What follows belongs to an exercise in optimizing a design on an open flow for small area, a short achievable clock period and few clock cycles; a production flow would make more cautious choices. RTL that was checked went through simulation tests only; none was proved equivalent to the original.

## css_disckey
module css_disckey (
    input  wire        clk,
    input  wire        rst,         
    input  wire        start,
    output wire        ready,
    output wire [8:0]  slot_addr,
    input  wire [39:0] slot_data,
    output wire        done,
    output wire        found,
    output wire [39:0] disc_key
);
    localparam [15:0] KL0_0 = 16'hDFDC;
    localparam [15:0] KL0_1 = 16'hDDFE;
    localparam [15:0] KL0_2 = 16'h7701;
    localparam [15:0] KL0_3 = 16'h3D3C;
    localparam [15:0] KL0_4 = 16'h6779;
    localparam [15:0] KL0_5 = 16'hCB55;
    localparam [15:0] KL0_6 = 16'hB240;
    localparam [15:0] KL0_7 = 16'h02FC;
    localparam [15:0] KL0_8 = 16'h75B3;
    localparam [15:0] KL0_9 = 16'hD75F;
    localparam [15:0] KL0_10 = 16'hB941;
    localparam [15:0] KL0_11 = 16'h2581;
    localparam [15:0] KL0_12 = 16'hC5DC;
    localparam [15:0] KL0_13 = 16'h148F;
    localparam [15:0] KL0_14 = 16'hD020;
    localparam [15:0] KL0_15 = 16'h2811;
    localparam [15:0] KL0_16 = 16'h8F1A;
    localparam [15:0] KL0_17 = 16'h95F6;
    localparam [15:0] KL0_18 = 16'h4E29;
    localparam [15:0] KL0_19 = 16'hC0B9;
    localparam [15:0] KL0_20 = 16'h88C2;
    localparam [15:0] KL0_21 = 16'h5CF6;
  ...
For scale: roughly 3300 cells after synthesis, about 0.032 mm² of cells after synthesis.
==> flow/config.mk <==
export PLATFORM = sky130hd
export DESIGN_NAME = css_disckey
export DESIGN_NICKNAME = css_disckey
export VERILOG_FILES = /design/flow/design.v
export SDC_FILE = /design/flow/constraint.sdc
export NUM_CORES = 4
export LEC_CHECK = 0
export CAP_MARGIN = 20
export CORE_MARGIN = 2
export CORE_UTILIZATION = 50
export CTS_CLUSTER_DIAMETER = 80
export CTS_CLUSTER_SIZE = 40
export PLACE_DENSITY = 0.7
export SETUP_SLACK_MARGIN = 3.0
export SLEW_MARGIN = 20
export SYNTH_HIERARCHICAL = 1
==> flow/constraint.sdc <==
create_clock -name core_clock -period 6.0 [get_ports {clk}]
set_input_delay 1.2000 -clock core_clock [delete_from_list [all_inputs] [get_ports {clk}]]
set_output_delay 1.2000 -clock core_clock [all_outputs]
set_load 0.01 [all_outputs]
standard.sh (not shown) runs the stock make flow with config.mk's settings and CLKGATE_MAP_FILE= SYNTH_SCRIPT=/design/flow/synth_recipe.tcl, a recipe that flattens the netlist after the stock synthesis.
==> flow/flow/run.sh <==
#!/bin/bash
set -euo pipefail
export BUFFER_PORTS_ARGS="-buffer_cell sky130_fd_sc_hd__buf_2"
bash standard.sh > standard.log 2>&1
The first run ran to the end with no violations.
Testbench counts at the start, summed over its fixed seeds: cycles 138,914.
Edit:
Settings changed: CTS_CLUSTER_DIAMETER 80 to default, CTS_CLUSTER_SIZE 40 to default, SETUP_SLACK_MARGIN 3.0 to 3.2.
Result: The new run produced a clean layout; sequential cell count stays the same; worst setup slack improved by 12 ps; non-clock buffer count came out higher by 54; utilization rose by 3.1 points; clock-buffer cell count went up by 39; area after synthesis is unchanged; final cell count went up by 2.4%; design area grows by 5.8%.
Edit:
Settings changed: SETUP_SLACK_MARGIN 3.2 to 3.0.
Register-to-register slack hardly moves.
Setup slack is worse by 9.6 ps.
Cell count drops by 1.7%.
Wire length drops by 2.7%.
Die area does not change.
Edit:
Settings changed: SYNTH_MINIMUM_KEEP_SIZE from default to 100.
The changed run finished clean.
Final cell count went up by 3.8%.
Global-route usage went up by 2.3 points.
Final area went up by 4.9%.
Core utilization went up by 1.4 points.
Worst setup slack degrades by 290 ps.
Die area went up by 2.7%.
Routed wire length went up by 11%.
Flip-flop and latch count is unchanged.


Setup of job 7121:
Another version of the RTL of css_disckey (not shown whole).
Size: about 1900 cells after synthesis, ~95 I/O pins, about 18000 µm² of cells after synthesis.
export LEC_CHECK = 0
export CAP_MARGIN = 20
export CORE_MARGIN = 2
export CORE_UTILIZATION = 40
export PLACE_DENSITY = 0.6
export SETUP_SLACK_MARGIN = 2.5
export SLEW_MARGIN = 20
create_clock -name core_clock -period 6.0 [get_ports {clk}]
run.sh (not shown) runs the stock make flow with config.mk's settings and CLKGATE_MAP_FILE= SYNTH_SCRIPT=/design/flow/synth_recipe.tcl, a recipe that flattens the netlist after the stock synthesis.
Stock flow here: none of the scripts above is used.
Job 7121 finished end to end and its layout was clean on timing, DRC and antenna.
Testbench counts of job 7121, summed over its fixed seeds: cycles 272,231.
Relative to job 7121, the following input files were edited for job 1403:
diff --git a/flow/config.mk b/flow/config.mk
--- a/flow/config.mk
+++ b/flow/config.mk
@@ -12 +12 @@
-export SETUP_SLACK_MARGIN = 2.5
+export SETUP_SLACK_MARGIN = 3.2
- In job 1403, the highest fanout seen on the critical path came out 3 below the value in job 7121.
- Side by side, shortest period the worst path allows turned out lower in job 1403 than in job 7121.
- Global routing usage on met1 (higher): job 1403


Another version of the RTL of css_disckey (not shown whole).
Size: ~3200 cells after synthesis, about 95 I/O pins, ~32000 um^2 of cells after synthesis.
==> flow/config.mk <==
export PLATFORM = sky130hd
export DESIGN_NAME = css_disckey
export DESIGN_NICKNAME = css_disckey
export VERILOG_FILES = /design/flow/design.v
export SDC_FILE = /design/flow/constraint.sdc
export NUM_CORES = 4
export LEC_CHECK = 0
export CAP_MARGIN = 20
export CORE_MARGIN = 2
export CORE_UTILIZATION = 40
export PLACE_DENSITY = 0.6
export SETUP_SLACK_MARGIN = 2.5
export SLEW_MARGIN = 20
export SYNTH_HIERARCHICAL = 1
==> flow/constraint.sdc <==
create_clock -name core_clock -period 6.0 [get_ports {clk}]
set_input_delay 1.2000 -clock core_clock [delete_from_list [all_inputs] [get_ports {clk}]]
set_output_delay 1.2000 -clock core_clock [all_outputs]
set_load 0.01 [all_outputs]
Edit:
CTS_BUF_LIST = sky130_fd_sc_hd__clkbuf_4 sky130_fd_sc_hd__clkbuf_8   (was default)
CTS_CLUSTER_SIZE = 24   (was default)
SETUP_SLACK_MARGIN = 3.1   (was 2.5)
Die area stays the same; synthesized cell count stays the same; wire length grows by 2.6%; hold slack degrades by 0.020 ns; fmax went up by 16%; cell area came out higher by 11%; final cell count rises by 4.8%.
Edit:
CTS_BUF_LIST = default   (was sky130_fd_sc_hd__clkbuf_4 sky130_fd_sc_hd__clkbuf_8)
CTS_CLUSTER_SIZE = default   (was 24)
SETUP_SLACK_MARGIN = 2.5   (was 3.1)
SYNTH_HIERARCHICAL = default   (was 1)
Outcome: The new run finished with timing, DRC and antenna clean. Non-clock buffer count goes down by 103. Cell count goes down slightly. Worst hold slack improves by 0.019 ns. Utilization drops by 2.3 points. Clock skew shrinks by 0.011 ns. Worst setup slack gets worse by 0.43 ns.
Function was not checked in any run of this note: the RTL went through the layout flow alone.


## the previous run
css_disckey, a different RTL version from the one above (not shown whole).
Size: roughly 230 flip-flops, ~95 I/O pins.
==> flow/config.mk <==
export PLATFORM = sky130hd
export DESIGN_NAME = css_disckey
export DESIGN_NICKNAME = css_disckey
export VERILOG_FILES = /design/flow/design.v
export SDC_FILE = /design/flow/constraint.sdc
export NUM_CORES = 4
export LEC_CHECK = 0
export CAP_MARGIN = 20
export CORE_MARGIN = 2
export CORE_UTILIZATION = 40
export PLACE_DENSITY = 0.6
export SETUP_SLACK_MARGIN = 3.5
export SLEW_MARGIN = 20
==> flow/constraint.sdc <==
create_clock -name core_clock -period 6.0 [get_ports {clk}]
set_input_delay 1.2000 -clock core_clock [delete_from_list [all_inputs] [get_ports {clk}]]
set_output_delay 1.2000 -clock core_clock [all_outputs]
set_load 0.01 [all_outputs]
The previous run has completed all stages; timing, DRC and antenna checks passed.
--- input diff the previous run..the current run ---
Settings: swapping 3.5 for 2.5 in SETUP_SLACK_MARGIN.
--- outcome ---
The final reports for the current run and the previous run show global-route usage over all layers lower in the former.
Wire length on met1, the current run vs the previous run: down by a few percent
Worst-margin pin slew was higher in the current run than in the previous run.
| global-route wire length before repair | the current run vs the previous run | better |
Looking at area growth from synthesis to final layout across the current run and the previous run, the one that comes out lower is the current run.
Summary of the current run over the previous run: depth of the most critical reg-to-reg path grew by 3, critical path depth went up by 3, routability congestion estimate saw an increase, final instance count without filler cells fell by 4.5%, HPWL after detailed placement level.
No functional check of the RTL was part of any run of this note.


== run A ==
Another version of the RTL of css_disckey (not shown whole).
Size in the first run: ~95 I/O pins, about 38000 µm² of cells after synthesis.
Design css_disckey, start of the top module:
module css_disckey (
    input  wire        clk,
    input  wire        rst,         
    input  wire        start,
    output wire        ready,
    output wire [8:0]  slot_addr,
    input  wire [39:0] slot_data,
    output wire        done,
    output wire        found,
    output wire [39:0] disc_key
);
Settings: LEC_CHECK=0, ABC_AREA=1, CAP_MARGIN=20, CORE_MARGIN=2, CORE_UTILIZATION=40, PLACE_DENSITY=0.6, SETUP_SLACK_MARGIN=3.1, SLEW_MARGIN=20, SYNTH_HIERARCHICAL=1; clock period 6.0 ns.
standard.sh (not shown) runs the stock make flow with config.mk's settings and CLKGATE_MAP_FILE= SYNTH_SCRIPT=/design/flow/synth_recipe.tcl, a recipe that flattens the netlist after the stock synthesis.
Scripts as last shown in full above: flow/flow/run.sh
Testbench counts of run A, summed over its fixed seeds: cycles 138,818.
Input changes introduced in run B (baseline for comparison: run A):
- ABC_AREA: 1 -> unset
==> flow/run.sh (new file) <==
#!/bin/bash
# synth_recipe.tcl (not shown) runs the flow's synth.tcl, then flattens the netlist and writes it again
# the make line also repeats each setting of config.mk as NAME=value (left out here)
make -C /OpenROAD-flow-scripts/flow DESIGN_CONFIG=/design/flow/config.mk WORK_HOME=/design/flow/orfs CLKGATE_MAP_FILE= SYNTH_SCRIPT=/design/flow/synth_recipe.tcl finish
removed: flow/flow/run.sh
removed: flow/standard.sh
Run B ended with every stage complete and zero timing, DRC or antenna violations. Non-clock buffer count in run B vs run A: up 48%. Of run B and run A, run B shows the lower cell count, with run A above it. Compared to run A, run B has number of clock buffers in the layout 6.3% lower. On global-route wire length before repair, run B does better than run A.
[inputs] run C vs run B
==> flow/flow/run.sh (new file) <==
#!/bin/bash
set -euo pipefail
export BUFFER_PORTS_ARGS="-buffer_cell sky130_fd_sc_hd__buf_2"
bash standard.sh > standard.log 2>&1
==> flow/standard.sh (new file) <==
#!/bin/bash
# synth_recipe.tcl (not shown) runs the flow's synth.tcl, then flattens the netlist and writes it again
# the make line also repeats each setting of config.mk as NAME=value (left out here)
make -C /OpenROAD-flow-scripts/flow DESIGN_CONFIG=/design/flow/config.mk WORK_HOME=/design/flow/orfs CLKGATE_MAP_FILE= SYNTH_SCRIPT=/design/flow/synth_recipe.tcl "${@:-finish}"
removed: flow/run.sh
In the reports for run C and run B, the larger wire length belongs to run B.
The layout overhead on the synthesized area number comes out lower for run C vs run B.
Comparing run C and run B, the lower core utilization was measured on run C.
Per the comparison of run C with run B, setup slack grew by 92 ps.
Between run C and run B, share of the clock period used by the worst path after layout is lower for run C, run B comes in above that.
Going from run B to run C, the number of CTS-inserted buffers was found to have gone down by about 1.8%.
Of run C and run B, the run reporting the lower routed via count was run B.
Cell area after placement: run C vs run B down 1.4%
Here is what was changed in the inputs of run D compared with run C.
- changing SETUP_SLACK_MARGIN from 3.1 to 3.4
==> flow/run.sh (new file) <==
#!/bin/bash
# synth_recipe.tcl (not shown) runs the flow's synth.tcl, then flattens the netlist and writes it again
# the make line also repeats each setting of config.mk as NAME=value (left out here)
make -C /OpenROAD-flow-scripts/flow DESIGN_CONFIG=/design/flow/config.mk WORK_HOME=/design/flow/orfs CLKGATE_MAP_FILE= SYNTH_SCRIPT=/design/flow/synth_recipe.tcl finish
removed: flow/flow/run.sh
removed: flow/standard.sh
Results
- Higher clock buffer and inverter area fraction after layout was reported by run C, not run D.
- Against run C, count of nets after finishing in run D rose by a few percent.
- Going from run C to run D, first-iteration DRC count now smaller, detailed-router iteration count before antenna repair saw an increase, post-route cell area shows an increase of about 9%.
- Uppermost metal layer occupied by signal nets: met4 -> run D, met5 -> run C
--- input diff run D..run E ---
- a change of SETUP_SLACK_MARGIN from 3.4 to 3.1
- a change of CORE_UTILIZATION from 40 to 65
- a change of PLACE_DENSITY from 0.6 to 0.8
==> flow/flow/run.sh (new file) <==
#!/bin/bash
set -euo pipefail
export BUFFER_PORTS_ARGS="-buffer_cell sky130_fd_sc_hd__buf_2"
bash standard.sh > standard.log 2>&1
==> flow/standard.sh (new file) <==
#!/bin/bash
# synth_recipe.tcl (not shown) runs the flow's synth.tcl, then flattens the netlist and writes it again
# the make line also repeats each setting of config.mk as NAME=value (left out here)
make -C /OpenROAD-flow-scripts/flow DESIGN_CONFIG=/design/flow/config.mk WORK_HOME=/design/flow/orfs CLKGATE_MAP_FILE= SYNTH_SCRIPT=/design/flow/synth_recipe.tcl "${@:-finish}"
removed: flow/run.sh
Results
- Run E reports a higher multi-input gate share of the layout cell area than run D does.
- Compare run D and run E | setup slack higher: run D
- Compared with run D, in run E register fraction of the total cell area grew by 2.6 points, via count of the first global-routing pass grew by 3.9%.
- Run E vs run D: utilization up
- Run E ran to completion and came out clean on the timing, design-rule and antenna checks.
- Initial antenna violation count ends up higher on run E.
- ~same first-pass GRT wire length in run D and run E

separate check: timing with driven ports:
The results above use ideal ports. As a check the final layouts listed here were re-extracted and re-timed, cells and wires unchanged.
Step 1 assumes that a clkbuf_16 drives the clock port and a buf_2 every other input.
Step 2 moves the port delays by t, midway between the first and last clock arrival at a register: inputs arrive t later, outputs are due t later. That takes back most of the time a late clock gives input paths.
Three values: ideal ports, drivers, drivers and shift; two values: the first two.
| run | shift t [ns] | setup WS [ns] | slew at the worst register clock pin (ns) | cell pins on the clock port's net |
|---|---|---|---|---|
| the first run of note 1 | 0.654 | 3.013 / 3.013 / 2.970 | 0.12 / 0.12 | 1 |
| the second run of note 1 | 0.666 | 3.025 / 3.025 / 2.948 | 0.07 / 0.07 | 1 |
| the third run of note 1 | 0.644 | 3.015 / 3.015 / 2.963 | 0.07 / 0.07 | 1 |
| the fourth run of note 1 | 0.679 | 2.724 / 2.724 / 2.724 | 0.07 / 0.07 | 1 |
| job 7121 | 0.589 | 2.551 / 2.551 / 2.551 | 0.06 / 0.06 | 1 |
| job 1403 | 0.593 | 2.680 / 2.680 / 2.680 | 0.06 / 0.06 | 1 |
| the first run of note 3 | 0.684 | 2.498 / 2.498 / 2.498 | 0.07 / 0.07 | 1 |
| the second run of note 3 | 0.771 | 2.980 / 2.980 / 2.585 | 0.07 / 0.07 | 1 |
| the third run of note 3 | 0.688 | 2.553 / 2.553 / 2.417 | 0.07 / 0.07 | 1 |
| the previous run | 0.608 | 1.858 / 1.858 / 1.858 | 0.07 / 0.07 | 1 |
| the current run | 0.611 | 1.940 / 1.940 / 1.940 | 0.07 / 0.07 | 1 |
| run A | 0.719 | 3.128 / 3.128 / 3.128 | 0.07 / 0.07 | 1 |
| run B | 0.706 | 2.982 / 2.982 / 2.664 | 0.07 / 0.07 | 1 |
| run C | 0.686 | 3.074 / 3.074 / 3.054 | 0.07 / 0.07 | 1 |
| run D | 0.688 | 3.050 / 3.050 / 2.862 | 0.07 / 0.07 | 1 |
| run E | 0.669 | 2.886 / 2.886 / 2.886 | 0.07 / 0.07 | 1 |
After both steps every run listed still meets setup and hold. The setup slack of the second run of note 3, which loses most, moves by 0.000 ns with the drivers and by -0.395 ns with both steps.
